What follows belongs to an exercise in optimizing a design on an open flow for small area; a production flow would make more cautious choices.
Where RTL was checked, it was by simulation tests only, not by an equivalence proof against the original.
The RTL of run 1 was laid out without a check of its function.
Power is estimated from default activity; no workload was simulated.

==> flow/design.v <==
module veml6035_ctrl (
  input         clk,
  input         rst,
  input         cmd_valid,
  input  [63:0] cmd_word,
  output        cmd_ready,
  output [2:0]  status,
  output [63:0] result,
  output [15:0] err,
  output [1:0]  state,
  output        tx_req,
  output [1:0]  tx_op,
  output [6:0]  tx_addr,
  output [1:0]  tx_len,
  output [23:0] tx_wdata,
  output        tx_stop,
  input         tx_ack,
  input  [7:0]  tx_rdata,
  input         tx_fail
);
  localparam ST_OK = 3'd0, ST_BUS = 3'd1, ST_IDM = 3'd2, ST_INV = 3'd3, ST_ILL = 3'd4,
             ST_NONE = 3'd7;
  localparam S_UNINIT = 2'd0, S_PROBING = 2'd1, S_CONFIGURED = 2'd2, S_FAILED = 2'd3;
  localparam [31:0] LENS_ONE = 32'h0001_0000;
  localparam PC_S0 = 5'd0,  PC_S1 = 5'd1,  PC_RW = 5'd2,  PC_WW = 5'd3,
             PC_ALS = 5'd4, PC_FLG = 5'd5, PC_FREL = 5'd7,
             PC_A0 = 5'd8,  PC_FIN = 5'd15, PC_B0 = 5'd16, PC_FFLG = 5'd23,
             PC_L0 = 5'd24, PC_L1 = 5'd25, PC_R0 = 5'd26, PC_R1 = 5'd27,
             PC_FLENS = 5'd31;
  localparam E_IDLE = 3'd0, E_PRE = 3'd1, E_LUX = 3'd2, E_ADDW = 3'd3,
             E_ARITH = 3'd4, E_CLAMP = 3'd5, E_ROT = 3'd6;
  reg        running;
  reg [2:0]  status_r;      
  reg [58:0] rr;
  reg [7:0]  err_reg;
  reg [2:0]  err_step;
  reg [2:0]  err_cause;
  reg [1:0]  state_r;
  reg [31:0] lens;
  reg [23:0] W;
  reg        treq;
  reg [1:0]  top;
  reg [1:0]  polls;         
  reg [4:0]  pc;
  reg [57:0] P;
  reg [2:0]  eop;
  reg [5:0]  cnt;
  assign cmd_ready = !running;
  assign status    = running ? 3'd6 : status_r;
  assign result    = {{5{rr[58]}}, rr};    
  assign err       = {err_reg, 1'b0, err_step, 1'b0, err_cause};
  assign state     = state_r;
  assign tx_req    = treq;
  assign tx_op     = top;
  assign tx_addr   = 7'h29;
  assign tx_len    = {(top != 2'd0) | wrp, top == 2'd0};
  assign tx_wdata  = {wr_p ? (P[15:0] | wconst) : W[23:8], keep_reg ? W[7:0] : sreg};
  assign tx_stop   = wrp;
  wire [3:0]  d_op   = cmd_word[3:0];
  wire [15:0] d_data = cmd_word[31:16];
  wire [31:0] d_arg  = cmd_word[63:32];
  wire z_reg  = (cmd_word[15:8] == 8'd0);
  wire z_data = (d_data == 16'd0);
  wire z_arg  = (d_arg == 32'd0);
  reg       d_legal;
  reg [4:0] d_pc;
  always @(*) begin
    d_pc = PC_FIN;
    case (d_op)
      4'h1:    begin d_legal = z_reg && z_data && z_arg; d_pc = PC_B0; end
      4'h2:    begin d_legal = z_data && z_arg;          d_pc = PC_RW; end
      4'h3:    begin d_legal = z_arg;                    d_pc = PC_WW; end
      4'h4:    begin d_legal = z_reg && z_data && z_arg; d_pc = PC_ALS; end
      4'h5:    begin d_legal = z_reg && z_data && z_arg; d_pc = PC_L0; end
      4'h6:    begin d_legal = z_reg && (d_data[15:1] == 15'd0) && z_arg; d_pc = PC_S0; end
      4'h7:    begin d_legal = z_reg && z_arg;           d_pc = PC_A0; end
      4'h8:    begin d_legal = z_reg && z_data && z_arg; d_pc = PC_FLG; end
      4'h9:    begin d_legal = z_reg && z_data && z_arg; d_pc = PC_FLENS; end
      4'hA:    d_legal = z_reg && z_data;
      4'hB:    begin d_legal = z_reg && z_data && z_arg; d_pc = PC_R0; end
      default: d_legal = 1'b0;
    endcase
    if (cmd_word[7:4] != 4'd0)
      d_legal = 1'b0;
  end
  wire d_inv = (d_op == 4'h7) && (d_data[15] || z_data);
  wire d_ok  = d_legal && !d_inv;
  function wr_of(input [4:0] p);
    wr_of = p == PC_S1 || p == PC_WW || p == PC_R1 || p == 5'd10 || p == 5'd11 ||
            p == 5'd12 || p == 5'd14 || (p[4:3] == 2'b10 && p[2:0] != 3'd2);
  endfunction
  wire pcfin = (pc[2:0] == 3'b111);
  wire wrp   = wr_of(pc);       
  reg [4:0] pc_next;
  always @(*) begin
    if (pc == PC_S1 || pc == PC_RW || pc == PC_WW || pc == PC_ALS || pc == PC_L1)
      pc_next = PC_FIN;
    else if (pc == PC_FLG)
      pc_next = PC_FFLG;
    else if (pc == PC_R1)
      pc_next = PC_FREL;
    else
      pc_next = pc + 5'd1;
  end
  reg [7:0]  sreg;
  reg        keep_reg;
  reg        wr_p;          
  reg [15:0] wconst;
  always @(*) begin
    keep_reg = (pc == PC_RW) || (pc == PC_WW);
    wr_p     = (pc[4:3] == 2'b10) || (pc == 5'd11) || (pc == 5'd12);
    wconst   = (pc == 5'd19) ? 16'h1000 : (pc == 5'd20) ? 16'hFFFF : 16'h0000;
    sreg = {5'd0,
            pc == PC_ALS || pc == 5'd8 || pc == PC_L1 || pc == PC_FLG || pc == 5'd18,
            pc == PC_FLG || pc == 5'd12 || pc == 5'd16 || pc == 5'd17 || pc == 5'd21 ||
              pc == 5'd18 || pc == 5'd22,
            pc == 5'd11 || pc == 5'd20 || pc == 5'd18 || pc == 5'd22};
  end
  reg rb_bit1;
  always @(*) begin
    case (pc)
      PC_S0:        rb_bit1 = W[8];
      5'd9, PC_R0:  rb_bit1 = 1'b0;
      5'd13:        rb_bit1 = 1'b1;
      default:      rb_bit1 = tx_rdata[1];
    endcase
  end
  wire [3:0] it = {tx_rdata[1:0], W[15:14]};
  wire [2:0] k_res = (it[3:2] == 2'b00) ? {1'b0, ~it[1:0]} :
                     (it[3:2] == 2'b11) ? 3'd5 : 3'd4;
  wire [1:0] k_gf  = tx_rdata[4] ? 2'd3 : 2'd0;
  wire [3:0] k_new = {1'b0, k_res} + {2'b0, k_gf} + {3'd0, ~tx_rdata[2]} + {3'd0, ~tx_rdata[3]} - 4'd1;
  wire e_idle  = (eop == E_IDLE);
  wire e_whole = (eop == E_PRE) || (eop == E_LUX) || (eop == E_ADDW) || (eop == E_ROT);
  wire e_low   = (eop == E_ARITH) || (eop == E_CLAMP);
  wire c63     = (cnt == 6'd63);
  wire a_mul   = (eop == E_ARITH) && !cnt[5];
  wire a_div   = (eop == E_ARITH) && cnt[5];
  wire a_fin   = (eop == E_ARITH) && c63;
  wire [7:0] dt   = {P[38:32], P[31]};
  wire       dge  = (dt >= 8'd100);
  wire [6:0] drem = dge ? (dt[6:0] + 7'd28) : dt[6:0];
  wire       pass = top[1];
  wire       dq   = pass ? dge : !dge;
  wire       rnz  = (drem != 7'd0);
  wire       inc  = (P[30:0] == 31'd0) && !dge && (dt < 8'd50);
  wire arm_pre = (pc == PC_A0) && (status_r == ST_OK);
  reg  mb;
  always @(*) begin
    case (eop)
      E_PRE:   mb = arm_pre && (cnt[3:0] == 4'd8) && (cnt[5] != cnt[4]);   
      E_LUX:   mb = !cnt[5] && lens[~cnt[4:0]];
      E_ADDW:  mb = (pc != PC_FFLG);
      E_ARITH: mb = a_mul ? P[38] : a_fin;
      default: mb = 1'b0;
    endcase
  end
  wire [15:0] bop  = mb ? W[23:8] : 16'd0;
  reg a0;
  always @(*) begin
    case (eop)
      E_PRE:     a0 = (status_r != ST_OK);
      E_ROT:     a0 = P[57];
      E_CLAMP:   a0 = pass & cnt[5] & cnt[4];
      E_ARITH:   a0 = a_div & dq;
      E_ADDW:    a0 = (pc == PC_FFLG) && (W[23] | W[22]);
      E_LUX:     a0 = (pc == PC_FLENS) && mb;
      default:   a0 = 1'b0;
    endcase
  end
  wire cin = a_fin && (pass ? inc : !rnz);
  wire [57:0] ash = {P[56:0], a0};
  wire [16:0] lo  = {1'b0, ash[15:0]} + {1'b0, bop} + {16'd0, cin};
  wire [31:0] mid = ash[47:16] + {31'd0, lo[16]};
  wire [57:0] snext = {ash[57:48], mid, lo[15:0]};
  wire zhi = (P[31:16] == 16'd0);
  wire e_last = (eop == E_LUX) ? (cnt[5] ? ((cnt[3:0] ^ W[3:0]) == 4'hF) : (cnt[4:0] == 5'd31 && W[3:0] == 4'd0)) :
                c63;
  function [5:0] e_first(input [2:0] e, input p);
    case (e)
      E_ADDW:  e_first = 6'd63;
      E_ARITH: e_first = 6'd16;           
      E_ROT:   e_first = p ? 6'd48 : 6'd22;   
      default: e_first = 6'd0;
    endcase
  endfunction
  wire ack = running && treq && tx_ack;
  reg  a_fail, a_done;
  always @(*) begin
    a_fail = 1'b0;
    a_done = 1'b0;
    if (ack) begin
      case (top)
        2'd0: begin
          if (wrp) begin
            if ((&tx_rdata[3:0]) || pc[4:3] == 2'b10 || pc == PC_R1) a_done = 1'b1;
            else a_fail = 1'b1;
          end else if (!(tx_rdata[0] && tx_rdata[1]))
            a_fail = 1'b1;
        end
        2'd1: a_fail = tx_fail || (tx_rdata != 8'd2);
        2'd2: a_fail = (tx_rdata < 8'd2) && (polls == 2'd3);
        default: a_done = polls[0];
      endcase
    end
  end
  wire a_idm = a_done && (pc == 5'd18) && (W[15:8] != 8'h83);
  reg [2:0] e_start;
  always @(*) begin
    e_start = E_IDLE;
    if ((a_fail && pc != PC_R0) || a_idm)
      e_start = E_PRE;                  
    else if (a_done && (pc == PC_RW || pc == PC_ALS || pc == PC_FLG))
      e_start = E_ADDW;
    else if (a_done && pc == PC_L1)
      e_start = E_LUX;
    else if (a_done && pc == 5'd8)
      e_start = E_ARITH;                
    else if (a_done && pc == 5'd11)
      e_start = E_ROT;                  
    else if (ack && !a_fail && pc == 5'd9) begin
      if (top == 2'd0)
        e_start = zhi ? E_ROT : E_CLAMP;   
      else if (top == 2'd1)
        e_start = E_ARITH;              
      else if (top == 2'd2 && polls == 2'd0 && !zhi)
        e_start = E_CLAMP;              
    end
  end
  wire present  = running && !treq && e_idle && !pcfin && (status_r == ST_OK);
  wire complete = running && !treq && e_idle &&
                  (pcfin || status_r == ST_BUS || status_r == ST_IDM);
  always @(posedge clk) begin
    if (e_whole)
      P <= snext;
    else if (e_low)
      P[38:0] <= {(a_div ? (a_fin ? 7'd0 : drem) : snext[38:32]), snext[31:0]};
    if (rst) begin
      running   <= 1'b0;
      status_r  <= ST_NONE;
      rr        <= 59'd0;
      err_reg   <= 8'd0;
      err_step  <= 3'd0;
      err_cause <= 3'd0;
      state_r   <= S_UNINIT;
      lens      <= LENS_ONE;
      treq      <= 1'b0;
      eop       <= E_IDLE;
    end else begin
      if (e_start != E_IDLE) begin
        eop <= e_start;
        cnt <= e_first(e_start, e_start == E_ROT ? pc == 5'd11 : 1'b0);
      end else if (!e_idle) begin
        cnt <= cnt + 6'd1;
        if (e_last) begin
          if (eop == E_PRE && pc == PC_FLENS && status_r == ST_OK) begin
            eop <= E_LUX;
            cnt <= 6'd0;
          end else if (eop == E_CLAMP && !pass) begin
            eop <= E_ROT;
            cnt <= 6'd22;
          end else
            eop <= E_IDLE;
        end
      end
      if (!running && cmd_valid) begin
        running  <= 1'b1;
        status_r <= !d_legal ? ST_ILL : d_inv ? ST_INV : ST_OK;
        pc       <= d_ok ? d_pc : PC_FIN;
        if (d_ok && d_op == 4'h1)
          state_r <= S_PROBING;
        if (d_ok && d_op == 4'hA)
          lens <= d_arg;
        W        <= cmd_word[31:8];
        top      <= 2'd0;
        eop      <= E_PRE;
        cnt      <= 6'd0;
      end
      if (present) begin
        treq <= 1'b1;
      end
      if (ack) begin
        treq <= 1'b0;
        case (top)
          2'd0: if (!wrp && !a_fail) top <= 2'd1;
          2'd1: begin
            polls[0] <= tx_fail;
            if (!a_fail) begin
              top   <= 2'd2;
              polls <= 2'd0;
            end
          end
          2'd2: begin
            if (tx_rdata >= 8'd2) begin
              top      <= 2'd3;
              polls[0] <= 1'b0;
            end else if (!a_fail)
              polls <= polls + 2'd1;
          end
          default: begin
            if (!polls[0]) begin
              W[15:8]  <= {tx_rdata[7:2], rb_bit1, tx_rdata[0]};
              polls[0] <= 1'b1;
            end else begin
              W[23:16] <= tx_rdata;
              if (pc == PC_L0)
                W[3:0] <= ~k_new;
            end
          end
        endcase
        if (a_fail) begin
          if (pc == PC_R0)
            pc <= PC_FREL;
          else
            status_r <= ST_BUS;
        end else if (a_idm) begin
          status_r <= ST_IDM;
        end else if (a_done) begin
          pc  <= pc_next;
          top <= 2'd0;
        end
      end
      if (complete) begin
        running <= 1'b0;
        rr      <= {status_r != ST_OK, P};
        if (status_r == ST_BUS) begin
          err_reg   <= tx_wdata[7:0];
          err_step  <= (pc[4:3] != 2'b00) ? pc[2:0] : {2'b00, pc == PC_S1};
          err_cause <= (top == 2'd0) ? (wrp ? 3'd1 : 3'd2) :
                       (top == 2'd1) ? (polls[0] ? 3'd3 : 3'd4) : 3'd5;
        end else if (status_r == ST_IDM) begin
          err_reg   <= 8'h07;
          err_step  <= 3'd2;
          err_cause <= 3'd6;
        end else begin
          err_reg   <= 8'd0;
          err_step  <= 3'd0;
          err_cause <= 3'd0;
        end
        if (state_r == S_PROBING)
          state_r <= (status_r == ST_OK) ? S_CONFIGURED : S_FAILED;
        if (pc == PC_FREL)
          state_r <= S_UNINIT;
        if ((state_r == S_PROBING && status_r == ST_OK) || pc == PC_FREL)
          lens <= LENS_ONE;
      end
    end
  end
endmodule
==> flow/flow/run.sh <==
#!/bin/bash
set -euo pipefail
export BUFFER_PORTS_ARGS="-buffer_cell sky130_fd_sc_hd__buf_1"
export CTS_ARGS="-sink_clustering_enable -repair_clock_nets -dont_use_dummy_load -buf_list sky130_fd_sc_hd__clkbuf_8 -sink_clustering_size 16 -sink_clustering_max_diameter 120"
bash standard.sh > layout.log 2>&1
==> flow/standard.sh <==
#!/bin/bash
# synth_recipe.tcl (not shown) runs the flow's synth.tcl, then flattens the netlist and writes it again
# the make line also repeats each setting of config.mk as NAME=value (left out here)
make -C /OpenROAD-flow-scripts/flow DESIGN_CONFIG=/design/flow/config.mk WORK_HOME=/design/flow/orfs CLKGATE_MAP_FILE= SYNTH_SCRIPT=/design/flow/synth_recipe.tcl "${@:-finish}"
==> flow/config.mk <==
export PLATFORM = sky130hd
export DESIGN_NAME = veml6035_ctrl
export DESIGN_NICKNAME = veml6035_ctrl
export VERILOG_FILES = /design/flow/design.v
export SDC_FILE = /design/flow/constraint.sdc
export NUM_CORES = 4
export LEC_CHECK = 0
export CAP_MARGIN = 20
export CORE_MARGIN = 2
export CORE_UTILIZATION = 50
export PLACE_DENSITY = 0.7
export SLEW_MARGIN = 20
==> flow/constraint.sdc <==
create_clock -name core_clock -period 35.0 [get_ports {clk}]
set_input_delay 7.0000 -clock core_clock [delete_from_list [all_inputs] [get_ports {clk}]]
set_output_delay 7.0000 -clock core_clock [all_outputs]
set_load 0.01 [all_outputs]
==> summary.txt, run 1 <==
Area growth syn-to-layout 9.33%; gr busiest metal met2; max FFs per register 59; Slew Limit Fails 0; All-Layer GR Usage 0.253; DRT iter0 DRCs 931; RSZ-0062 raised after global routing false; nets 1619; Comb pwr share 0.138; reg-to-reg startpoint cnt[0]; routability-driven placement congestion ratio 0.921; final hold violation count 0; share of layout cells above drive strength 1 0.0482; max-cap viol count 0; met1 global-route usage 0.357; Critical Path End Type primary output; drc violations 0; top post-synthesis cells by area edfxtp_1 (24%), dfxtp_1 (19%), nand2_1 (6.5%); CTS max path bufs 3; CP Launch Type flop; GR Overflow Total 0; synthesized instance count 1357; number of synthesized flops with an enable pin 97; IR drop worst, VDD 24.9 µV; post-route ant nets 0; Initial Util 0.511; post-route cell area 13200 µm²; Clk Latency, worst-skew pair 0.53 ns; Largest Register rr; crit path from pc[3]; internal power 0.000339 W; Slew headroom 0.337; first-pass GRT wire length 52600 µm; register area share after synthesis 0.432; total CTS buffers 17; ys async rst share 0; CORE AREA 23600 µm²; period utilization 0.286; worst-margin pin slew 0.994 ns; count leader, synth nand2_1; initial antenna violation count 0; switching power 0.000133 W; Final setup viols 0; routed wire length 33000 µm; Via density 5.82; Die ar. 25400 µm²; WP data required 28.00 ns; setup bufs post-CTS 0; area share of the largest cell type after synthesis 0.241; Hold WC Path Type reg2reg; clock sinks 212; Achievable Freq 0.100 GHz; most frequent cells after synthesis nand2_1 (210), a21oi_1 (130), dfxtp_1 (115); vias in the first global route 9877; met3 usage 0.0367; CTS tree done; met2 Use GR 0.407; hold wc startpoint rr[37]; worst-path maximum fanout 26; Largest regs rr x59, P x58, lens x32; PwrDens 35.8 nW/µm²; count of different cell masters after synthesis 87; die width 159 µm; Sw Share 0.282; CTS H-Tree Depth 1; CP arrival 3.00 ns; minimum clock period 10.0 ns; wire per inst 18.2 µm; status finished clean; synthesis-stage register bit count 212; post-cts resize count 0; Die Ht 159 µm; cts hold-fix bufs 0; worst setup path category reg2out; Area after DPL 13000 µm²; clock skew 0.0562 ns; Setup TNS 0 ns; Syn Area/Cell 8.90 µm²; clk slew on worst S/H paths 0.11 ns; Port Buf Inserts 190; top_reg_cell synth dfxtp_1; CTS root buf clkbuf_8; HPWL after DPL 24300 µm; Yosys Warn Count 1; Pre-antenna DRT Iters 5; sequential share of power 0.605; clock power share 0.257; largest net degree at the start of global routing 73; Synth area leader edfxtp_1; n_diodes 0; FP Rows 56; Leak 4.54 nW; Mapped Area 12100 µm²; I/O pin count 200; via count 10500
## cell families after synthesis
group,share of synthesized area
simple gates,0.213
compound gates,0.161
flops,0.432
buf+inv,0.0471
mux,0.0619
fa+ha+maj,0.0512
xor+xnor,0.0334
other cells,0.000622
## cell type report
cell class              count  area (µm²)
clock buffers              17         234
fillers                  2227       10400
inverters                  43         161
multi-input cells        1018        6380
flip-flops and latches    212        5220
well taps                 319         399
repair buffers            203         812
## cells in the final DEF, fill, tap and decap left out, types with 42 or more instances in the layout
master    synthesis  layout
nand2_1         210     210
buf_1             4     189
a21oi_1         130     128
dfxtp_1         115     115
nor2_1          110     110
edfxtp_1         97      97
o21ai_0          59      58
mux2i_1          51      51
nand3_1          50      50
ha_1             43      43
inv_1            42      42
## stage by stage
| stage | setup WS, ns | utilization | hold slack [ns] | total power [W] | instances |
|---|---|---|---|---|---|
| after global placement | 25.06 | 0.549 | 0.433 | 0.000355 | 1795 |
| after floorplan | 25.60 | - | 0.426 | 0.000330 | 1364 |
| final | 25.00 | 0.559 | 0.456 | 0.000473 | 1812 |
| after CTS | 24.68 | 0.558 | 0.459 | 0.000476 | 1812 |
| after detailed placement | 24.99 | 0.549 | 0.434 | 0.000356 | 1795 |
| after global routing | 24.85 | 0.559 | 0.478 | 0.000493 | 1812 |
## critical path, cell delays in order, from the launching register on
cell and delay (ns):
edfxtp_1 0.75, or2_2 0.51, nor3_2 0.56, a221oi_1 0.11, a21oi_1 0.34, buf_1 0.19
## path summary, 6_finish.rpt
kind | to | slack [ns] | cells past startpoint
setup / recovery | tx_wdata[1] | 25.00 | 5
hold / removal | rr[37] | 0.46 | 2
setup reg to reg | P[40] | 27.92 | 30
hold reg to reg | rr[37] | 0.46 | 2
## layer usage
layer  wire (µm)  part of all wire
met1       15000              0.45
met2       14800              0.45
met3        2470             0.075
met4         731             0.022
met5           0                 0
## power by group through the flow
stage | logic (W) | clock network, W | registers [W]
floorplan | 0.0000451 | 0 | 0.000285
global placement | 0.0000638 | 0 | 0.000291
detailed placement | 0.0000645 | 0 | 0.000292
CTS | 0.0000647 | 0.000126 | 0.000286
global route | 0.0000719 | 0.000134 | 0.000288
finish | 0.0000651 | 0.000121 | 0.000286
==> inputs of run 2 (changes only) <==
--- a/flow/design.v
+++ b/flow/design.v
@@ -39,8 +39,8 @@
   reg [31:0] lens;
   reg [23:0] W;
-  reg        treq;
   reg [1:0]  top;
   reg [1:0]  polls;         
   reg [4:0]  pc;
+  wire       treq;
   reg [57:0] P;
   reg [2:0]  eop;
@@ -51,5 +51,5 @@
   assign err       = {err_reg, 1'b0, err_step, 1'b0, err_cause};
   assign state     = state_r;
-  assign tx_req    = treq;
+  assign tx_req    = treq;           
   assign tx_op     = top;
   assign tx_addr   = 7'h29;
@@ -101,5 +101,5 @@
       pc_next = PC_FREL;
     else
-      pc_next = pc + 5'd1;
+      pc_next = {pc[4:3], pc[2:0] + 3'd1};    
   end
   reg [7:0]  sreg;
@@ -129,6 +129,18 @@
   wire [2:0] k_res = (it[3:2] == 2'b00) ? {1'b0, ~it[1:0]} :
                      (it[3:2] == 2'b11) ? 3'd5 : 3'd4;
-  wire [1:0] k_gf  = tx_rdata[4] ? 2'd3 : 2'd0;
-  wire [3:0] k_new = {1'b0, k_res} + {2'b0, k_gf} + {3'd0, ~tx_rdata[2]} + {3'd0, ~tx_rdata[3]} - 4'd1;
+  wire       kg    = ~tx_rdata[2];
+  wire       ks    = tx_rdata[4];
+  wire [3:0] ka;                        
+  wire [3:0] kc;
+  assign kc[0] = kg;
+  assign ka[0] = k_res[0] ^ ks ^ kc[0];
+  assign kc[1] = (k_res[0] & ks) | (kc[0] & (k_res[0] ^ ks));
+  assign ka[1] = k_res[1] ^ ks ^ kc[1];
+  assign kc[2] = (k_res[1] & ks) | (kc[1] & (k_res[1] ^ ks));
+  assign ka[2] = k_res[2] ^ kc[2];
+  assign kc[3] = k_res[2] & kc[2];
+  assign ka[3] = kc[3];
+  wire [3:0] kd    = {ka[3] ^ (ka[2] & ka[1] & ka[0]), ka[2] ^ (ka[1] & ka[0]), ka[1] ^ ka[0], ~ka[0]};
+  wire [3:0] k_new = tx_rdata[3] ? ka : kd;    
   wire e_idle  = (eop == E_IDLE);
   wire e_whole = (eop == E_PRE) || (eop == E_LUX) || (eop == E_ADDW) || (eop == E_ROT);
@@ -139,10 +151,16 @@
   wire a_fin   = (eop == E_ARITH) && c63;
   wire [7:0] dt   = {P[38:32], P[31]};
-  wire       dge  = (dt >= 8'd100);
-  wire [6:0] drem = dge ? (dt[6:0] + 7'd28) : dt[6:0];
+  wire       dge  = dt[7] | (dt[6] & dt[5] & (dt[4] | dt[3] | dt[2]));    
+  wire       dc3  = dt[2];
+  wire       dc4  = dt[3] | dc3;
+  wire       dc5  = dt[4] | dc4;
+  wire       dc6  = dt[5] & dc5;
+  wire [6:0] drem = dge ? {dt[6] ^ dc6, dt[5] ^ dc5, ~(dt[4] ^ dc4), ~(dt[3] ^ dc3), ~dt[2], dt[1:0]} :
+                          dt[6:0];
   wire       pass = top[1];
   wire       dq   = pass ? dge : !dge;
   wire       rnz  = (drem != 7'd0);
-  wire       inc  = (P[30:0] == 31'd0) && !dge && (dt < 8'd50);
+  wire       inc  = (P[30:0] == 31'd0) && !dt[7] && !dt[6] &&
+                    (!dt[5] || !dt[4] || !(dt[3] | dt[2] | dt[1]));    
   wire arm_pre = (pc == PC_A0) && (status_r == ST_OK);
   reg  mb;
@@ -171,9 +189,32 @@
   wire cin = a_fin && (pass ? inc : !rnz);
   wire [57:0] ash = {P[56:0], a0};
-  wire [16:0] lo  = {1'b0, ash[15:0]} + {1'b0, bop} + {16'd0, cin};
-  wire [31:0] mid = ash[47:16] + {31'd0, lo[16]};
+  wire [48:0] cy;
+  wire [47:0] sm;
+  assign cy[0] = cin;
+  genvar gi;
+  generate
+    for (gi = 0; gi < 16; gi = gi + 1) begin : g_add
+      assign sm[gi]   = ash[gi] ^ bop[gi] ^ cy[gi];
+      assign cy[gi+1] = (ash[gi] & bop[gi]) | (ash[gi] & cy[gi]) | (bop[gi] & cy[gi]);
+    end
+    for (gi = 16; gi < 48; gi = gi + 1) begin : g_inc
+      assign sm[gi]   = ash[gi] ^ cy[gi];
+      assign cy[gi+1] = ash[gi] & cy[gi];
+    end
+  endgenerate
+  wire [16:0] lo  = {cy[16], sm[15:0]};
+  wire [31:0] mid = sm[47:16];
   wire [57:0] snext = {ash[57:48], mid, lo[15:0]};
   wire zhi = (P[31:16] == 16'd0);
-  wire e_last = (eop == E_LUX) ? (cnt[5] ? ((cnt[3:0] ^ W[3:0]) == 4'hF) : (cnt[4:0] == 5'd31 && W[3:0] == 4'd0)) :
+  wire [6:0] ccy;
+  wire [5:0] cnt1;                      
+  assign ccy[0] = 1'b1;
+  generate
+    for (gi = 0; gi < 6; gi = gi + 1) begin : g_cnt
+      assign cnt1[gi]  = cnt[gi] ^ ccy[gi];
+      assign ccy[gi+1] = cnt[gi] & ccy[gi];
+    end
+  endgenerate
+  wire e_last = (eop == E_LUX) ? (cnt[5] ? (cnt1[3:0] == W[3:0]) : (cnt[4:0] == 5'd31 && W[3:0] == 4'd0)) :
                 c63;
   function [5:0] e_first(input [2:0] e, input p);
@@ -185,5 +226,6 @@
     endcase
   endfunction
-  wire ack = running && treq && tx_ack;
+  assign treq = running && e_idle && !pcfin && (status_r == ST_OK);
+  wire ack = treq && tx_ack;
   reg  a_fail, a_done;
   always @(*) begin
@@ -228,6 +270,5 @@
     end
   end
-  wire present  = running && !treq && e_idle && !pcfin && (status_r == ST_OK);
-  wire complete = running && !treq && e_idle &&
+  wire complete = running && e_idle &&
                   (pcfin || status_r == ST_BUS || status_r == ST_IDM);
   always @(posedge clk) begin
@@ -245,5 +286,4 @@
       state_r   <= S_UNINIT;
       lens      <= LENS_ONE;
-      treq      <= 1'b0;
       eop       <= E_IDLE;
     end else begin
@@ -252,5 +292,5 @@
         cnt <= e_first(e_start, e_start == E_ROT ? pc == 5'd11 : 1'b0);
       end else if (!e_idle) begin
-        cnt <= cnt + 6'd1;
+        cnt <= cnt1;
         if (e_last) begin
           if (eop == E_PRE && pc == PC_FLENS && status_r == ST_OK) begin
@@ -277,9 +317,5 @@
         cnt      <= 6'd0;
       end
-      if (present) begin
-        treq <= 1'b1;
-      end
       if (ack) begin
-        treq <= 1'b0;
         case (top)
           2'd0: if (!wrp && !a_fail) top <= 2'd1;
@@ -305,5 +341,5 @@
               W[23:16] <= tx_rdata;
               if (pc == PC_L0)
-                W[3:0] <= ~k_new;
+                W[3:0] <= k_new;
             end
           end
==> flow/flow/run.sh (replaced) <==
#!/bin/bash
set -euo pipefail
export BUFFER_PORTS_ARGS="-buffer_cell sky130_fd_sc_hd__buf_1"
export CTS_ARGS="-sink_clustering_enable -repair_clock_nets -dont_use_dummy_load -buf_list sky130_fd_sc_hd__clkbuf_8 -sink_clustering_size 12 -sink_clustering_max_diameter 100"
bash standard.sh > layout.log 2>&1
--- a/flow/config.mk
+++ b/flow/config.mk
@@ -6,7 +6,7 @@
 export NUM_CORES = 4
 export LEC_CHECK = 0
-export CAP_MARGIN = 20
+export CAP_MARGIN = 0
 export CORE_MARGIN = 2
 export CORE_UTILIZATION = 50
 export PLACE_DENSITY = 0.7
-export SLEW_MARGIN = 20
+export SLEW_MARGIN = 0
==> run 2 against run 1 <==
  * Still clean
  * Core utilization is 0.33 points lower
  * Fmax is 36% lower
  * Total power is 1.3% higher
  * Global-route usage is 1.1 points lower
  * Critical path depth is 52 higher
  * Sequential power hardly changed
  * Worst hold slack worse by 0.0027 ns
  * Die area is 5.4% lower
  * Area after synthesis is 5.6% lower
  * Sequential cell count is 1 lower
  * Critical path type is now reg2reg
  * Largest power group unchanged
==> summary.txt, run 2 <==
cts hold-fix bufs 0; Pre-antenna DRT Iters 5; synthesis-stage register bit count 211; area share of the largest cell type after synthesis 0.255; Initial Util 0.507; vias in the first global route 8799; Final setup viols 0; most frequent cells after synthesis nand2_1 (257), a21oi_1 (141), dfxtp_1 (114); Setup TNS 0 ns; Largest Register rr; switching power 0.000131 W; largest net degree at the start of global routing 77; n_diodes 0; internal power 0.000347 W; HPWL after DPL 22000 µm; CORE AREA 22500 µm²; GR Overflow Total 0; initial antenna violation count 0; count leader, synth nand2_1; total CTS buffers 21; post-route cell area 12500 µm²; minimum clock period 15.67 ns; CP Launch Type flop; number of synthesized flops with an enable pin 97; top_reg_cell synth dfxtp_1; Largest regs rr x59, P x58, lens x32; clock power share 0.277; period utilization 0.448; slowest cell on the critical path edfxtp_1; wire per inst 17.8 µm; clock skew 0.0351 ns; CP Buf/Inv Count 2; Critical Path End Type flop; FP Rows 55; die width 155 µm; count of different cell masters after synthesis 83; CTS root buf clkbuf_8; Worst path max stage delay 0.78 ns; Via density 5.79; Slew Limit Fails 0; setup bufs post-CTS 0; Largest delay share family, worst path adder cells; I/O pin count 200; Yosys Warn Count 1; synthesized instance count 1247; Hold WC Path Type reg2reg; Slew headroom 0.236; nets 1543; Achievable Freq 0.0638 GHz; Syn Area/Cell 9.14 µm²; final hold violation count 0; ys async rst share 0; PwrDens 38.3 nW/µm²; WP data required 35.27 ns; status finished clean; worst-margin pin slew 1.13 ns; CTS max path bufs 3; max-cap viol count 0; Area after DPL 12200 µm²; Synth area leader edfxtp_1; Clk Latency, worst-skew pair 0.52 ns; post-cts resize count 0; first-pass GRT wire length 46700 µm; Most common cell on crit path ha_1; commonest non-fill, non-tap cell in the layout nand2_1; via count 9717; hold slack 0.453 ns; clk slew on worst S/H paths 0.09 ns; sequential share of power 0.594; All-Layer GR Usage 0.242; RSZ-0062 raised after global routing false; Leak 4.40 nW; CTS H-Tree Depth 1; share of layout cells above drive strength 1 0.0481; top post-synthesis cells by area edfxtp_1 (26%), dfxtp_1 (20%), nand2_1 (8.5%); routability-driven placement congestion ratio 0.901; post-route ant nets 0; max FFs per register 59; most frequent cells in the layout nand2_1 (257), buf_1 (189), a21oi_1 (141), dfxtp_1 (114), edfxtp_1 (97); worst setup path category reg2reg; Mapped Area 11400 µm²; Port Buf Inserts 190; IR drop worst, VDD 24.1 µV; Die ar. 24000 µm²; Sw Share 0.274; worst-path maximum fanout 17; Comb pwr share 0.130; clock sinks 211; Die Ht 155 µm; CTS tree done; routed wire length 29900 µm; DRT iter0 DRCs 734; drc violations 0; CP arrival 15.95 ns; Area growth syn-to-layout 9.68%; register area share after synthesis 0.456
-- run 2: cell types whose count changed after synthesis, sizes merged, moves of 13 or more --
cell,delta
a31oi,+14
a22o,+13
mux2i,-41
nor2,-15
nand2,+46
fa,+14
xnor2,-25
nand3,-34
o21ai,-23
-- run 2: cells by family (layout without fill, tap and decap cells) --
| family | Yosys count | after routing | synth area share |
|---|---|---|---|
| other | 2 | 9 | 0.000659 |
| and+or+nand+nor | 527 | 527 | 0.218 |
| DFF | 211 | 211 | 0.456 |
| xor gates and xnor gates | 11 | 11 | 0.00845 |
| adders and majority gates | 72 | 72 | 0.0909 |
| AOI/OAI and AO/OA | 284 | 284 | 0.151 |
| muxes | 22 | 22 | 0.0305 |
| buffers and inverters | 118 | 256 | 0.0448 |
-- run 2: area by class of cell --
class,count,area [µm²]
sequential,211,5190
timing repair buffer,197,767
tap,285,357
fill,2089,10000
inverter,38,143
multi-input combinational,925,5750
clock buffer,21,289
-- run 2: metrics by stage --
stage / utilization / std cells / total power [W] / worst slack (ns)
after detailed placement: 0.543 / 1656 / 0.000352 / 19.26
after CTS: 0.556 / 1677 / 0.000483 / 19.22
final: 0.556 / 1677 / 0.000479 / 19.33
after floorplan: - / 1254 / 0.000328 / 20.00
after global routing: 0.556 / 1677 / 0.000500 / 18.64
after global placement: 0.543 / 1656 / 0.000350 / 19.46
-- run 2: power groups by stage --
stage / registers, W / clock network (W) / logic (W)
2_1_floorplan: 0.000285 / 0 / 0.0000435
3_3_place_gp: 0.000289 / 0 / 0.0000608
3_5_place_dp: 0.000290 / 0 / 0.0000618
4_1_cts: 0.000284 / 0.000137 / 0.0000620
5_1_grt: 0.000286 / 0.000144 / 0.0000695
6_report: 0.000284 / 0.000133 / 0.0000620
-- run 2: path summary, 6_finish.rpt --
kind,slack [ns],end,cells past startpoint,from
min,0.45,rr[56],2,rr[56]
max reg2reg,19.33,P[47],57,cnt[0]
max,19.33,P[47],57,cnt[0]
min reg2reg,0.45,rr[56],2,rr[56]
-- run 2: worst register-to-register path, delay by kind of cell, from the launching register on --
| family | cells | cell delay, ns |
|---|---|---|
| fa+ha+maj | 47 | 12.32 |
| mux | 3 | 1.31 |
| flops | 1 | 0.78 |
| compound gates | 2 | 0.45 |
| buf+inv | 2 | 0.30 |
| simple gates | 2 | 0.18 |
| xor+xnor | 1 | 0.14 |
-- run 2: per-layer routing --
| layer | global-route usage | share of wire |
|---|---|---|
| met4 | 0.0776 | 0.031 |
| met3 | 0.0376 | 0.064 |
| met5 | 0 | 0 |
| met1 | 0.334 | 0.45 |
| met2 | 0.391 | 0.46 |
==> inputs of run 3 (changes only) <==
==> flow/flow/run.sh (replaced) <==
#!/bin/bash
set -euo pipefail
export BUFFER_PORTS_ARGS="-buffer_cell sky130_fd_sc_hd__buf_1"
export CTS_ARGS="-sink_clustering_enable -repair_clock_nets -dont_use_dummy_load -buf_list sky130_fd_sc_hd__clkbuf_8 -sink_clustering_size 16 -sink_clustering_max_diameter 120"
bash standard.sh > layout.log 2>&1
==> run 3 against run 2 <==
  * Worst hold slack better by 0.0027 ns
  * Non-clock buffer count stayed put
  * Sequential cell count stayed put
  * Highest routed layer unchanged
  * Routed wire length hardly changed
  * Clock skew is 0.032 ns higher
  * Worst setup slack worse by 0.0070 ns
  * First-iteration DRC count is 7.8% higher
  * Critical path depth stayed put
  * Area after synthesis stayed put
==> summary.txt, run 3 <==
nets 1539; post-route cell area 12400 µm²; Area after DPL 12200 µm²; clk slew on worst S/H paths 0.12 ns; Largest Register rr; post-route ant nets 0; Via density 5.76; HPWL after DPL 22000 µm; largest net degree at the start of global routing 77; drc violations 0; Hold Path Stages 2; IR drop worst, VDD 21.3 µV; CP Buf/Inv Count 2; CP arrival 15.97 ns; post-cts resize count 0; Worst path max stage delay 0.78 ns; Pre-antenna DRT Iters 5; CTS tree done; routed wire length 29800 µm; Leak 4.37 nW; Die Ht 155 µm; Largest regs rr x59, P x58, lens x32; worst-margin pin slew 1.11 ns; synthesized instance count 1247; Mapped Area 11400 µm²; top_reg_cell synth dfxtp_1; clock skew 0.0669 ns; Largest delay share family, worst path adder cells; CP Launch Type flop; max FFs per register 59; GR Overflow Total 0; count leader, synth nand2_1; commonest non-fill, non-tap cell in the layout nand2_1; Reg-to-Reg End P[47]; worst setup margin 19.32 ns; minimum clock period 15.68 ns; most frequent cells after synthesis nand2_1 (257), a21oi_1 (141), dfxtp_1 (114); CTS H-Tree Depth 1; Slew headroom 0.248; Synth area leader edfxtp_1; hold endpoint rr[56]; I/O pin count 200; slowest cell on the critical path edfxtp_1; worst reg2reg setup slack 19.32 ns; Layout fillers 2094; Layout Utilization 0.553; wire per inst 17.8 µm; CTS max path bufs 3; initial antenna violation count 0; Most common cell on crit path ha_1; Critical Path End Type flop; Yosys Warn Count 1; final hold violation count 0; Hold WC Path Type reg2reg; Slew Limit Fails 0; via count 9634; top post-synthesis cells by area edfxtp_1 (26%), dfxtp_1 (20%), nand2_1 (8.5%); Initial Util 0.507; FF+latch area 5190 µm²; number of synthesized flops with an enable pin 97; ys async rst share 0; Setup Slack @ Placement 19.26 ns; Achievable Freq 0.0638 GHz; synthesis-stage register bit count 211; reg-to-reg startpoint cnt[0]; n_diodes 0; All-Layer GR Usage 0.241; CTS root buf clkbuf_8; area share of the largest cell type after synthesis 0.255; worst-path maximum fanout 17; first-pass GRT wire length 46600 µm; Setup TNS 0 ns; die width 155 µm; cts hold-fix bufs 0; area occupied by multi-input gates 5750 µm²; total CTS buffers 17; routability-driven placement congestion ratio 0.901; RSZ-0062 raised after global routing false; Syn Area/Cell 9.14 µm²; clock sinks 211; Port Buf Inserts 190; setup bufs post-CTS 0; status finished clean; Final setup viols 0; Clk Latency, worst-skew pair 0.54 ns; most frequent cells in the layout nand2_1 (257), buf_1 (189), a21oi_1 (141), dfxtp_1 (114), edfxtp_1 (97); PwrDens 37.5 nW/µm²; WP data required 35.29 ns; count of different cell masters after synthesis 83; hold wc startpoint rr[56]; Die ar. 24000 µm²; register area share after synthesis 0.456; vias in the first global route 8754; worst setup path category reg2reg; Register-to-Register Path Depth 57; CORE AREA 22500 µm²; FP Rows 55; period utilization 0.448; share of layout cells above drive strength 1 0.0454; max-cap viol count 0; DRT iter0 DRCs 791; Area growth syn-to-layout 9.20%
## run 3: cell count changes in the layout (fill, tap and decap cells not counted)
cell	delta
clkbuf_8	-4
## run 3: worst max path at each step
stage,from,end,slack [ns],depth (start not counted)
5_1_grt,cnt[0],P[47],18.62,57
3_5_place_dp,cnt[0],P[47],19.26,57
4_1_cts,cnt[0],P[47],19.21,57
6_report,cnt[0],P[47],19.32,57
3_3_place_gp,cnt[0],P[47],19.46,57
2_1_floorplan,cnt[0],P[47],20.00,57
## run 3: metal layers
| layer | global-route usage | wire length, µm |
|---|---|---|
| met2 | 0.387 | 13700 |
| met1 | 0.336 | 13400 |
| met4 | 0.0772 | 836 |
| met3 | 0.0390 | 1940 |
| met5 | 0 | 0 |
## run 3: cells by family after synthesis
kind of cell / count (synthesis) / synth area share
AOI/OAI and AO/OA: 284 / 0.151
xor gates and xnor gates: 11 / 0.00845
other: 2 / 0.000659
adders and majority gates: 72 / 0.0909
buffers and inverters: 118 / 0.0448
DFF: 211 / 0.456
muxes: 22 / 0.0305
and+or+nand+nor: 527 / 0.218
## run 3: where the power goes
group / switching [W] / internal, W / leakage [nW] / total, W
Combinational: 0.0000393 / 0.0000226 / 2.41 / 0.0000620
Clock: 0.0000768 / 0.0000439 / 0.122 / 0.000121
Sequential: 0.0000131 / 0.000271 / 1.84 / 0.000284
## run 3: per-stage QoR
stage | power, W | instances | hold WS (ns)
CTS | 0.000471 | 1673 | 0.459
global placement | 0.000350 | 1656 | 0.433
finish | 0.000467 | 1673 | 0.456
global route | 0.000489 | 1673 | 0.466
floorplan | 0.000328 | 1254 | 0.426
detailed placement | 0.000352 | 1656 | 0.432
## run 3: layout make-up
class / instances / area share
Timing Repair Buffer: 197 / 0.0616
Multi-Input combinational cell: 925 / 0.462
Tap cell: 285 / 0.0286
Inverter: 38 / 0.0115
Clock buffer: 17 / 0.0188
Sequential cell: 211 / 0.417
## run 3: worst register-to-register path, delay by kind of cell, from the launching register on
| kind | cells | cell delay [ns] |
|---|---|---|
| multiplexers | 3 | 1.30 |
| flip-flops | 1 | 0.78 |
| XOR/XNOR | 1 | 0.14 |
| AND/OR/NAND/NOR | 2 | 0.17 |
| buffers and inverters | 2 | 0.30 |
| adder cells (fa/ha/maj) | 47 | 12.31 |
| AO/OA/AOI/OAI | 2 | 0.45 |
==> inputs of run 4 (changes only) <==
--- a/flow/config.mk
+++ b/flow/config.mk
@@ -8,5 +8,5 @@
 export CAP_MARGIN = 0
 export CORE_MARGIN = 2
-export CORE_UTILIZATION = 50
-export PLACE_DENSITY = 0.7
+export CORE_UTILIZATION = 65
+export PLACE_DENSITY = 0.8
 export SLEW_MARGIN = 0
==> run 4 against run 3 <==
  * Still clean
  * Clock-buffer cell count is the same
  * Combinational power is essentially flat
  * Non-clock buffer count grew 1
  * Total power shrank 0.26%
  * Area after synthesis is the same
  * Critical path depth is the same
  * Critical path type unchanged
==> summary.txt, run 4 <==
clock skew 0.0602 ns; PwrDens 37.6 nW/µm²; first-pass GRT wire length 45300 µm; HPWL after DPL 21400 µm; CP Launch Type flop; synthesis-stage register bit count 211; All-Layer GR Usage 0.307; top_reg_cell synth dfxtp_1; drc violations 0; I/O pin count 200; WP data required 35.28 ns; GR Overflow Total 0; top post-synthesis cells by area edfxtp_1 (26%), dfxtp_1 (20%), nand2_1 (8.5%); total CTS buffers 17; Synth area leader edfxtp_1; number of synthesized flops with an enable pin 97; Die ar. 18600 µm²; Clk Latency, worst-skew pair 0.52 ns; Via density 6.11; via count 9854; synthesized instance count 1247; final cell count without fillers 1614; Largest Register rr; most frequent cells after synthesis nand2_1 (257), a21oi_1 (141), dfxtp_1 (114); Hold WC Path Type reg2reg; Setup TNS 0 ns; count leader, synth nand2_1; share of layout cells above drive strength 1 0.0461; FP Rows 48; CP Buf/Inv Count 2; clk slew on worst S/H paths 0.10 ns; Initial Util 0.661; dpl cells 1597; Pre-antenna DRT Iters 5; Mapped Area 11400 µm²; status finished clean; Setup Slack @ Placement 19.18 ns; minimum clock period 15.78 ns; worst-path maximum fanout 17; Reg-to-Reg End P[47]; worst-margin pin slew 1.08 ns; CORE AREA 17200 µm²; Largest regs rr x59, P x58, lens x32; Register-to-Register Path Depth 57; most frequent cells in the layout nand2_1 (257), buf_1 (189), a21oi_1 (141), dfxtp_1 (114), edfxtp_1 (97); RSZ-0062 raised after global routing false; commonest non-fill, non-tap cell in the layout nand2_1; CTS tree done; post-cts resize count 0; final hold violation count 0; Slew headroom 0.279; setup bufs post-CTS 0; area share of the largest cell type after synthesis 0.255; register area share after synthesis 0.456; reg-to-reg startpoint cnt[0]; CTS max path bufs 3; Layout Utilization 0.718; Port Buf Inserts 190; hold wc startpoint rr[23]; n_diodes 0; Slew Limit Fails 0; DRT iter0 DRCs 852; clock sinks 211; Final setup viols 0; wire per inst 17.9 µm; routed wire length 28800 µm; ys async rst share 0; largest net degree at the start of global routing 77; Die Ht 136 µm; Most common cell on crit path ha_1; CP arrival 16.05 ns; Area growth syn-to-layout 8.60%; slowest cell on the critical path edfxtp_1; max-cap viol count 0; Critical Path End Type flop; vias in the first global route 8815; Achievable Freq 0.0634 GHz; worst reg2reg setup slack 19.22 ns; count of different cell masters after synthesis 83; Worst path max stage delay 0.79 ns; worst setup margin 19.22 ns; Syn Area/Cell 9.14 µm²; die width 136 µm; period utilization 0.451; Yosys Warn Count 1; CTS H-Tree Depth 1; IR drop worst, VDD 33.2 µV; CTS root buf clkbuf_8; Leak 4.38 nW; Hold Path Stages 2; routability-driven placement congestion ratio 0.989; WP depth 57; initial antenna violation count 0; hold endpoint rr[23]; cts hold-fix bufs 0; nets 1540; worst setup path category reg2reg; post-route ant nets 0; max FFs per register 59; Largest delay share family, worst path adder cells
## run 4: changes by cell type in the layout (fill, tap and decap cells not counted), sizes merged
cell,previous run,this run
buf,196,197
## run 4: logic make-up after synthesis
group / Yosys count / share of synthesized area
adders and majority gates: 72 / 0.0909
AOI/OAI and AO/OA: 284 / 0.151
other: 2 / 0.000659
DFF: 211 / 0.456
xor gates and xnor gates: 11 / 0.00845
muxes: 22 / 0.0305
buffers and inverters: 118 / 0.0448
and+or+nand+nor: 527 / 0.218
## run 4: area by class of cell
| cell class | instances | area, µm² |
|---|---|---|
| clock buffer | 17 | 234 |
| sequential | 211 | 5190 |
| inverter | 38 | 143 |
| tap | 225 | 282 |
| fill | 1378 | 4850 |
| timing repair buffer | 198 | 774 |
| multi-input combinational | 925 | 5750 |
## run 4: worst max path at each step
stage                      start     to  slack (ns)
after global placement    cnt[0]  P[47]       19.48
after floorplan           cnt[0]  P[47]       20.00
after global routing      cnt[0]  P[47]       18.50
after detailed placement  cnt[0]  P[47]       19.18
after CTS                 cnt[0]  P[47]       19.16
final                     cnt[0]  P[47]       19.22
## run 4: metal layers
metal | vias to the layer above | routed length [µm] | track usage | part of all wire
met4 | 0 | 657 | 0.0810 | 0.023
met2 | 440 | 13600 | 0.494 | 0.47
met5 | - | 0 | 0 | 0
met3 | 59 | 2240 | 0.0436 | 0.077
met1 | 4657 | 12400 | 0.439 | 0.43
li1 | 4698 | - | - | -
## run 4: stage by stage
| step | hold slack (ns) | total power (W) | area [µm²] |
|---|---|---|---|
| 2_1_floorplan | 0.426 | 0.000328 | 11400 |
| 3_3_place_gp | 0.431 | 0.000349 | 12100 |
| 3_5_place_dp | 0.440 | 0.000351 | 12100 |
| 4_1_cts | 0.456 | 0.000467 | 12400 |
| 5_1_grt | 0.472 | 0.000484 | 12400 |
| 6_report | 0.456 | 0.000466 | 12400 |
## run 4: worst register-to-register path: cells and delay by family (launching register included)
family	cells	cell delay [ns]
adders and majority gates	47	12.29
AOI/OAI and AO/OA	2	0.46
and+or+nand+nor	2	0.17
muxes	3	1.36
buffers and inverters	2	0.31
DFF	1	0.79
xor gates and xnor gates	1	0.14
## run 4: report_power, final
group | leakage [nW] | switching [W] | internal (W) | total, W
clock network | 0.122 | 0.0000752 | 0.0000439 | 0.000119
logic | 2.41 | 0.0000393 | 0.0000227 | 0.0000620
registers | 1.84 | 0.0000135 | 0.000271 | 0.000284
total | 4.38 | 0.000128 | 0.000338 | 0.000466
==> inputs of run 5 (changes only) <==
==> flow/flow/run.sh (replaced) <==
#!/bin/bash
set -euo pipefail
export BUFFER_PORTS_ARGS="-buffer_cell sky130_fd_sc_hd__buf_1"
export CTS_ARGS="-sink_clustering_enable -repair_clock_nets -dont_use_dummy_load -buf_list sky130_fd_sc_hd__clkbuf_8 -sink_clustering_size 18 -sink_clustering_max_diameter 120"
bash standard.sh > layout.log 2>&1
==> run 5 against run 4 <==
  * Non-clock buffer count did not move
  * Clock-buffer cell count fell by 2
  * Clock power fell by 5%
  * Core utilization fell by 0.16 points
  * Total power fell by 1.2%
  * Critical endpoint unchanged
  * Sequential share of layout area rose by 0.094 points
  * Register-to-register slack got worse by 0.06 ns
  * Critical path depth did not move
  * Largest power group unchanged
  * Die area did not move
  * Still clean on timing, DRC and antenna
  * Highest routed layer unchanged
==> summary.txt, run 5 <==
worst-path maximum fanout 17; All-Layer GR Usage 0.307; CTS H-Tree Depth 1; Via density 6.13; nets 1538; worst setup path category reg2reg; reg-to-reg startpoint cnt[0]; total CTS buffers 15; Initial Util 0.661; vias in the first global route 8790; top_reg_cell synth dfxtp_1; GR Overflow Total 0; initial antenna violation count 0; routability-driven placement congestion ratio 0.989; IR drop worst, VDD 29.9 µV; synthesis-stage register bit count 211; Port Buf Inserts 190; status finished clean; area share of the largest cell type after synthesis 0.255; CP arrival 16.12 ns; Die ar. 18600 µm²; drc violations 0; most frequent cells in the layout nand2_1 (257), buf_1 (189), a21oi_1 (141), dfxtp_1 (114), edfxtp_1 (97); final hold violation count 0; Area growth syn-to-layout 8.36%; CTS max path bufs 3; most frequent cells after synthesis nand2_1 (257), a21oi_1 (141), dfxtp_1 (114); count leader, synth nand2_1; Yosys Warn Count 1; post-route ant nets 0; Mapped Area 11400 µm²; post-cts resize count 0; Largest regs rr x59, P x58, lens x32; clock skew 0.0518 ns; slowest cell on the critical path edfxtp_1; max-cap viol count 0; DRT iter0 DRCs 920; commonest non-fill, non-tap cell in the layout nand2_1; crit path from cnt[0]; CORE AREA 17200 µm²; max FFs per register 59; first-pass GRT wire length 45200 µm; Most common cell on crit path ha_1; Final setup viols 0; Synth area leader edfxtp_1; routed wire length 29000 µm; minimum clock period 15.84 ns; share of layout cells above drive strength 1 0.0447; period utilization 0.453; largest net degree at the start of global routing 77; die width 136 µm; I/O pin count 200; clock sinks 211; Slew Limit Fails 0; Slew headroom 0.274; RSZ-0062 raised after global routing false; clk slew on worst S/H paths 0.12 ns; Setup Slack @ Placement 19.18 ns; Syn Area/Cell 9.14 µm²; Setup TNS 0 ns; Clk Latency, worst-skew pair 0.53 ns; cts hold-fix bufs 0; Achievable Freq 0.0631 GHz; number of synthesized flops with an enable pin 97; top post-synthesis cells by area edfxtp_1 (26%), dfxtp_1 (20%), nand2_1 (8.5%); register area share after synthesis 0.456; CTS tree done; Worst path max stage delay 0.81 ns; capture point of the worst path P[47]; Hold WC Path Type reg2reg; CTS root buf clkbuf_8; worst reg2reg setup slack 19.16 ns; count of different cell masters after synthesis 83; worst setup margin 19.16 ns; worst-margin pin slew 1.09 ns; WP data required 35.28 ns; PwrDens 37.2 nW/µm²; n_diodes 0; Critical Path End Type flop; CP Launch Type flop; Pre-antenna DRT Iters 6; wire per inst 18.0 µm; via count 9882; Die Ht 136 µm; Reg-to-Reg End P[47]; Largest Register rr; synthesized instance count 1247; Leak 4.36 nW; setup bufs post-CTS 0; ys async rst share 0; HPWL after DPL 21400 µm; Register-to-Register Path Depth 57; FP Rows 48
[run 5: cell counts after synthesis]
Identical to the previous run, type by type.
[run 5: area by class of cell]
type / instances / area [µm²]
clock buffers: 15 / 206
inverters: 38 / 143
flip-flops and latches: 211 / 5190
multi-input cells: 925 / 5750
fillers: 1384 / 4880
well taps: 225 / 282
repair buffers: 198 / 774
[run 5: worst min-delay path by stage]
stage | startpoint | end | depth (start not counted)
floorplan | P[47] | P[48] | 0
finish | rr[23] | rr[23] | 2
CTS | P[49] | P[50] | 0
global placement | err_cause[0] | err_cause[0] | 2
global route | rr[40] | rr[40] | 2
detailed placement | P[49] | P[50] | 0
[run 5: report_power, final]
group	internal [W]	leakage, nW	switching [W]	total [W]
clock	0.0000391	0.108	0.0000742	0.000113
combinational	0.0000227	2.41	0.0000393	0.0000620
sequential	0.000271	1.84	0.0000135	0.000285
total	0.000333	4.36	0.000127	0.000460
[run 5: through the flow]
step / utilization / power (W) / hold WS, ns / std cells / cell area, µm²
after floorplan: - / 0.000328 / 0.426 / 1254 / 11400
after global placement: 0.705 / 0.000349 / 0.431 / 1597 / 12100
after detailed placement: 0.705 / 0.000351 / 0.440 / 1597 / 12100
after CTS: 0.717 / 0.000460 / 0.458 / 1612 / 12400
after global routing: 0.717 / 0.000478 / 0.474 / 1612 / 12400
final: 0.717 / 0.000460 / 0.457 / 1612 / 12400
[run 5: cells by family (layout without fill, tap and decap cells)]
group                      after synthesis  in the layout  share of synthesized area
muxes                                   22             22                     0.0305
other                                    2              9                   0.000659
xor gates and xnor gates                11             11                    0.00845
buffers and inverters                  118            251                     0.0448
adders and majority gates               72             72                     0.0909
DFF                                    211            211                      0.456
AOI/OAI and AO/OA                      284            284                      0.151
and+or+nand+nor                        527            527                      0.218
[run 5: per-layer routing]
layer  track usage  vias to the layer above  part of all wire
li1              -                     4688                 -
met1         0.442                     4687              0.44
met2         0.489                      442              0.46
met3        0.0436                       65             0.072
met4        0.0799                        0             0.029
met5             0                        -                 0
[run 5: worst max-delay path, delay by kind of cell (launching register included)]
kind	cells	cell delay, ns
and+or+nand+nor	2	0.17
xor gates and xnor gates	1	0.14
buffers and inverters	2	0.30
DFF	1	0.81
adders and majority gates	47	12.37
AOI/OAI and AO/OA	2	0.46
muxes	3	1.35
==> inputs of run 6 (changes only) <==
--- a/flow/design.v
+++ b/flow/design.v
@@ -25,5 +25,5 @@
   localparam PC_S0 = 5'd0,  PC_S1 = 5'd1,  PC_RW = 5'd2,  PC_WW = 5'd3,
              PC_ALS = 5'd4, PC_FLG = 5'd5, PC_FREL = 5'd7,
-             PC_A0 = 5'd8,  PC_FIN = 5'd15, PC_B0 = 5'd16, PC_FFLG = 5'd23,
+             PC_A0 = 5'd8,  PC_FIN = 5'd15, PC_B0 = 5'd16, PC_FFLG = 5'd31,    
              PC_L0 = 5'd24, PC_L1 = 5'd25, PC_R0 = 5'd26, PC_R1 = 5'd27,
              PC_FLENS = 5'd31;
@@ -50,5 +50,6 @@
   assign result    = {{5{rr[58]}}, rr};    
   assign err       = {err_reg, 1'b0, err_step, 1'b0, err_cause};
-  assign state     = state_r;
+  wire   probing   = running && (pc[4:3] == 2'b10);    
+  assign state     = probing ? S_PROBING : state_r;
   assign tx_req    = treq;           
   assign tx_op     = top;
@@ -308,6 +309,4 @@
         status_r <= !d_legal ? ST_ILL : d_inv ? ST_INV : ST_OK;
         pc       <= d_ok ? d_pc : PC_FIN;
-        if (d_ok && d_op == 4'h1)
-          state_r <= S_PROBING;
         if (d_ok && d_op == 4'hA)
           lens <= d_arg;
@@ -374,9 +373,9 @@
           err_cause <= 3'd0;
         end
-        if (state_r == S_PROBING)
+        if (probing)
           state_r <= (status_r == ST_OK) ? S_CONFIGURED : S_FAILED;
         if (pc == PC_FREL)
           state_r <= S_UNINIT;
-        if ((state_r == S_PROBING && status_r == ST_OK) || pc == PC_FREL)
+        if ((probing && status_r == ST_OK) || pc == PC_FREL)
           lens <= LENS_ONE;
       end
==> run 6 against run 5 <==
  * Synthesized cell count is 2.8% lower
  * Clock-buffer cell count stayed put
  * Global-route usage is 0.23 points lower
  * Sequential share of layout area is 0.11 points higher
  * Die area is 0.47% lower
  * Critical path type unchanged
  * Largest cell class unchanged
  * Largest power group unchanged
==> summary.txt, run 6 <==
Initial Util 0.661; Critical Path End Type flop; largest net degree at the start of global routing 69; slowest cell on the critical path edfxtp_1; Hold WC Path Type reg2reg; period utilization 0.444; HPWL after DPL 21200 µm; first-pass GRT wire length 44900 µm; minimum clock period 15.54 ns; All-Layer GR Usage 0.305; Clk Latency, worst-skew pair 0.51 ns; max-cap viol count 0; commonest non-fill, non-tap cell in the layout buf_1; clock sinks 211; M1 WL 12600 µm; synthesized instance count 1212; I/O pin count 200; Leak 4.69 nW; Worst path max stage delay 0.75 ns; via count 9544; Mapped Area 11300 µm²; drc violations 0; CORE AREA 17200 µm²; PwrDens 37.1 nW/µm²; CP Launch Type flop; wire length on met3 2210 µm; FP Rows 48; worst setup path category reg2reg; clk slew on worst S/H paths 0.11 ns; total CTS buffers 15; Pre-antenna DRT Iters 5; clock skew 0.0330 ns; Achievable Freq 0.0643 GHz; most frequent cells in the layout buf_1 (189), nand2_1 (183), nor2_1 (130), a21oi_1 (127), dfxtp_1 (114); top post-synthesis cells by area edfxtp_1 (26%), dfxtp_1 (20%), nand2_1 (6.1%); worst-margin pin slew 1.20 ns; Top Metal Used met4; die width 136 µm; routed wire length 28500 µm; status finished clean; Yosys Warn Count 1; count of different cell masters after synthesis 71; CTS max path bufs 3; max FFs per register 59; Largest regs rr x59, P x58, lens x32; IR drop worst, VDD 26.5 µV; crit path from cnt[0]; Syn Area/Cell 9.36 µm²; Port Buf Inserts 190; RSZ-0062 raised after global routing false; GR Overflow Total 0; register area share after synthesis 0.458; area share of the largest cell type after synthesis 0.257; hold wc startpoint err_reg[7]; synthesis-stage register bit count 211; routability-driven placement congestion ratio 0.982; Synth area leader edfxtp_1; share of layout cells above drive strength 1 0.0487; vias in the first global route 8681; CTS root buf clkbuf_8; post-cts resize count 0; DRT iter0 DRCs 837; Power, Total 0.000457 W; Slew headroom 0.184; top_reg_cell synth dfxtp_1; setup bufs post-CTS 0; WP data required 35.26 ns; Largest Register rr; count leader, synth nand2_1; post-route ant nets 0; met2 wire length 13200 µm; worst-path maximum fanout 17; final hold violation count 0; most frequent cells after synthesis nand2_1 (183), nor2_1 (131), a21oi_1 (128); Slew Limit Fails 0; cts hold-fix bufs 0; wire per inst 18.1 µm; CTS H-Tree Depth 1; CTS tree done; n_diodes 0; Setup TNS 0 ns; Most common cell on crit path ha_1; Die ar. 18500 µm²; Die Ht 136 µm; Via density 6.04; Area growth syn-to-layout 8.60%; initial antenna violation count 0; Final setup viols 0; ys async rst share 0; nets 1506; reg-to-reg startpoint cnt[0]; CP arrival 15.80 ns; number of synthesized flops with an enable pin 97
==> run 6: report_power, final <==
group          switching (W)   total, W  internal, W
logic              0.0000386  0.0000609    0.0000223
registers          0.0000134   0.000284     0.000270
clock network      0.0000736   0.000113    0.0000390
==> run 6: cell families after synthesis <==
kind of cell / share of synthesized area
AOI/OAI and AO/OA: 0.122
xor gates and xnor gates: 0.00849
adders and majority gates: 0.0913
buffers and inverters: 0.0450
DFF: 0.458
muxes: 0.0677
other: 0.000662
and+or+nand+nor: 0.207
==> run 6: layer usage <==
layer / track usage / vias up
li1: - / 4568
met1: 0.444 / 4507
met2: 0.480 / 421
met3: 0.0485 / 48
met4: 0.0735 / 0
met5: 0 / -
==> run 6: worst paths after layout <==
check | endpoint | slack [ns] | cells after the start
max | P[47] | 19.46 | 57
min | err_reg[7] | 0.45 | 2
max reg2reg | P[47] | 19.46 | 57
min reg2reg | err_reg[7] | 0.45 | 2
==> run 6: final cells by class <==
class,count,area (µm²)
Clock buffer,15,206
Fill cell,1387,4850
Inverter,40,150
Multi-Input combinational cell,889,5700
Sequential cell,211,5190
Tap cell,225,282
Timing Repair Buffer,200,790
==> run 6: through the flow <==
stage | hold WS, ns | cell area, µm² | instances | utilization | worst slack [ns]
final | 0.455 | 12300 | 1580 | 0.717 | 19.46
after floorplan | 0.426 | 11400 | 1219 | - | 19.79
after global placement | 0.433 | 12100 | 1565 | 0.705 | 19.75
after CTS | 0.455 | 12300 | 1580 | 0.717 | 19.37
after detailed placement | 0.438 | 12100 | 1565 | 0.705 | 19.41
after global routing | 0.468 | 12300 | 1580 | 0.717 | 18.76
==> run 6: critical path, delay by kind of cell (launching register included) <==
family | cells | cell delay, ns
buffers and inverters | 2 | 0.31
multiplexers | 3 | 1.30
AO/OA/AOI/OAI | 1 | 0.20
adder cells (fa/ha/maj) | 47 | 12.31
AND/OR/NAND/NOR | 3 | 0.27
flip-flops | 1 | 0.75
XOR/XNOR | 1 | 0.14
==> inputs of run 7 (changes only) <==
--- a/flow/config.mk
+++ b/flow/config.mk
@@ -8,5 +8,5 @@
 export CAP_MARGIN = 0
 export CORE_MARGIN = 2
-export CORE_UTILIZATION = 65
-export PLACE_DENSITY = 0.8
+export CORE_UTILIZATION = 70
+export PLACE_DENSITY = 0.85
 export SLEW_MARGIN = 0
==> run 7 against run 6 <==
  * Register-to-register slack improved by 0.08 ns
  * Die area shrank 6.9%
  * Via count is 2.6% higher
  * Fmax grew 0.55%
  * Worst hold slack better by 0.0013 ns
  * Sequential power about the same
  * Clock skew is 0.0015 ns lower
  * Critical endpoint unchanged
==> summary.txt, run 7 <==
max FFs per register 59; nets 1506; die width 131 µm; Adder-Cell Fraction of Synth Area 0.0913; xor and xnor fraction of the mapped netlist area 0.00849; wire per inst 18.1 µm; Area after DPL 12100 µm²; reg-to-reg startpoint cnt[0]; Layout fillers 1164; Initial Util 0.714; Achievable Freq 0.0647 GHz; worst-path maximum fanout 17; clk slew on worst S/H paths 0.11 ns; area share of the largest cell type after synthesis 0.257; Via density 6.23; FP Rows 46; top post-synthesis cells by area edfxtp_1 (26%), dfxtp_1 (20%), nand2_1 (6.1%); Reg-to-Reg End P[47]; All-Layer GR Usage 0.324; Leak 4.69 nW; hold endpoint err_reg[3]; vias in the first global route 8863; post-cts resize count 0; post-route cell area 12300 µm²; synthesis-stage register bit count 211; first-pass GRT wire length 45600 µm; clock sinks 211; Die ar. 17200 µm²; CP arrival 15.72 ns; register area share after synthesis 0.458; CP Launch Type flop; Yosys Warn Count 1; status finished clean; WP data required 35.26 ns; number of synthesized flops with an enable pin 97; commonest non-fill, non-tap cell in the layout buf_1; hold slack 0.456 ns; Synth area leader edfxtp_1; main combinational cell family by area after synthesis simple AND/OR/NAND/NOR gates; CTS max path bufs 3; Pre-antenna DRT Iters 8; worst reg2reg setup slack 19.54 ns; HPWL after DPL 20900 µm; final cell count without fillers 1571; Hold WC Path Type reg2reg; Slew Limit Fails 0; post-synthesis compound-gate area fraction 0.122; Area growth syn-to-layout 8.50%; minimum clock period 15.46 ns; max-cap viol count 0; count leader, synth nand2_1; Largest Register rr; RSZ-0062 raised after global routing false; Final setup viols 0; synthesized instance count 1212; CTS tree done; mux contribution to synthesized area 0.0677; via count 9793; DRT iter0 DRCs 1033; hold wc startpoint err_reg[3]; Critical Path End Type flop; total CTS buffers 15; Hold Path Stages 2; Register-to-Register Path Depth 57; setup bufs post-CTS 0; period utilization 0.442; CTS H-Tree Depth 1; top_reg_cell synth dfxtp_1; CTS root buf clkbuf_8; drc violations 0; final hold violation count 0; largest net degree at the start of global routing 73; clock skew 0.0315 ns; Clk Latency, worst-skew pair 0.50 ns; PwrDens 37.2 nW/µm²; IR drop worst, VDD 32.9 µV; most frequent cells after synthesis nand2_1 (183), nor2_1 (131), a21oi_1 (128); Largest regs rr x59, P x58, lens x32; GR Overflow Total 0; Die Ht 131 µm; slowest cell on the critical path edfxtp_1; most frequent cells in the layout buf_1 (189), nand2_1 (183), nor2_1 (130), a21oi_1 (127), dfxtp_1 (114); worst setup path category reg2reg; I/O pin count 200; Simple-Gate Fraction of Synth Area 0.207; Port Buf Inserts 190; Slew headroom 0.143; Syn Area/Cell 9.36 µm²; cts hold-fix bufs 0; Most common cell on crit path ha_1; routed wire length 28400 µm; share of layout cells above drive strength 1 0.0487; count of different cell masters after synthesis 71; n_diodes 0; CORE AREA 15900 µm²; Worst path max stage delay 0.73 ns; Setup TNS 0 ns; ys async rst share 0; Mapped Area 11300 µm²; post-route ant nets 0; dpl cells 1556; routability-driven placement congestion ratio 0.998; worst-margin pin slew 1.26 ns; initial antenna violation count 0
## run 7: cell counts after synthesis
Identical to the previous run, type by type.
## run 7: layout make-up
class | count | area (µm²) | share of cell area
inverters | 40 | 150 | 0.0122
repair buffers | 200 | 790 | 0.0641
well taps | 216 | 270 | 0.0220
flip-flops and latches | 211 | 5190 | 0.422
clock buffers | 15 | 206 | 0.0168
multi-input cells | 889 | 5700 | 0.463
## run 7: report_power, final
group | internal, W | switching, W
sequential | 0.000270 | 0.0000132
clock | 0.0000391 | 0.0000746
combinational | 0.0000222 | 0.0000384
## run 7: logic make-up (layout without fill, tap and decap cells)
family / Yosys count / after routing
other cells: 2 / 9
simple gates: 498 / 498
fa+ha+maj: 72 / 72
compound gates: 235 / 235
buf+inv: 119 / 255
xor+xnor: 11 / 11
flops: 211 / 211
mux: 64 / 64
## run 7: critical path: cells and delay by family (launching register included)
kind                       cells  cell delay, ns
AOI/OAI and AO/OA              1            0.18
xor gates and xnor gates       1            0.14
adders and majority gates     47           12.35
buffers and inverters          2            0.31
DFF                            1            0.73
muxes                          3            1.27
and+or+nand+nor                3            0.27
## run 7: worst max path at each step
stage | slack, ns | cells after the start | startpoint | endpoint
final | 19.54 | 57 | cnt[0] | P[47]
after global routing | 18.85 | 57 | cnt[0] | P[47]
after CTS | 19.52 | 57 | cnt[0] | P[47]
after detailed placement | 19.51 | 57 | cnt[0] | P[47]
after global placement | 19.80 | 57 | cnt[0] | P[47]
after floorplan | 19.79 | 58 | cnt[0] | P[47]
## run 7: metal layers
layer | global-route usage | wire length (µm) | vias to the layer above | part of all wire
li1 | - | - | 4560 | -
met1 | 0.465 | 12100 | 4649 | 0.43
met2 | 0.513 | 13100 | 507 | 0.46
met3 | 0.0478 | 2320 | 77 | 0.082
met4 | 0.102 | 841 | 0 | 0.030
met5 | 0 | 0 | - | 0
## run 7: metrics by stage
stage | power [W] | setup slack, ns | util
finish | 0.000458 | 19.54 | 0.775
floorplan | 0.000326 | 19.79 | -
global route | 0.000475 | 18.85 | 0.775
global placement | 0.000347 | 19.80 | 0.762
detailed placement | 0.000349 | 19.51 | 0.762
CTS | 0.000457 | 19.52 | 0.775

[separate check: timing with driven ports]
The flow's constraints put no driver on any port. The routed layouts listed below were extracted and timed again, unchanged, in two steps.
Step 1 (the two cells are an assumption about what drives the block):
set clk [get_ports {clk}]
set_driving_cell -lib_cell sky130_fd_sc_hd__clkbuf_16 $clk
set_driving_cell -lib_cell sky130_fd_sc_hd__buf_2 [delete_from_list [all_inputs] $clk]
Step 2 also shifts input and output timing later by t, the mid clock arrival at the registers, as if the neighbouring blocks saw the same clock.
Slacks: ideal / step 1 / step 2; pairs: ideal / step 1.
run	shift t [ns]	slack for setup (ns)	slew at the worst register clock pin (ns)	worst slew at a driven data input, ns	cell pins on the clock port's net
run 1	0.545	25.004 / 24.958 / 24.922	0.11 / 0.11	0.04	1
run 2	0.545	19.325 / 19.325 / 19.325	0.09 / 0.09	0.04	1
run 3	0.544	19.318 / 19.318 / 19.318	0.12 / 0.12	0.04	1
run 4	0.536	19.221 / 19.221 / 19.221	0.11 / 0.11	0.03	1
run 5	0.544	19.161 / 19.161 / 19.161	0.12 / 0.12	0.04	1
run 6	0.533	19.458 / 19.458 / 19.458	0.12 / 0.12	0.04	1
run 7	0.530	19.543 / 19.543 / 19.543	0.12 / 0.12	0.03	1
After both steps setup and hold are still met in every run listed. The setup slack of run 1, which loses most, moves by -0.046 ns with the drivers and by -0.082 ns with both steps.
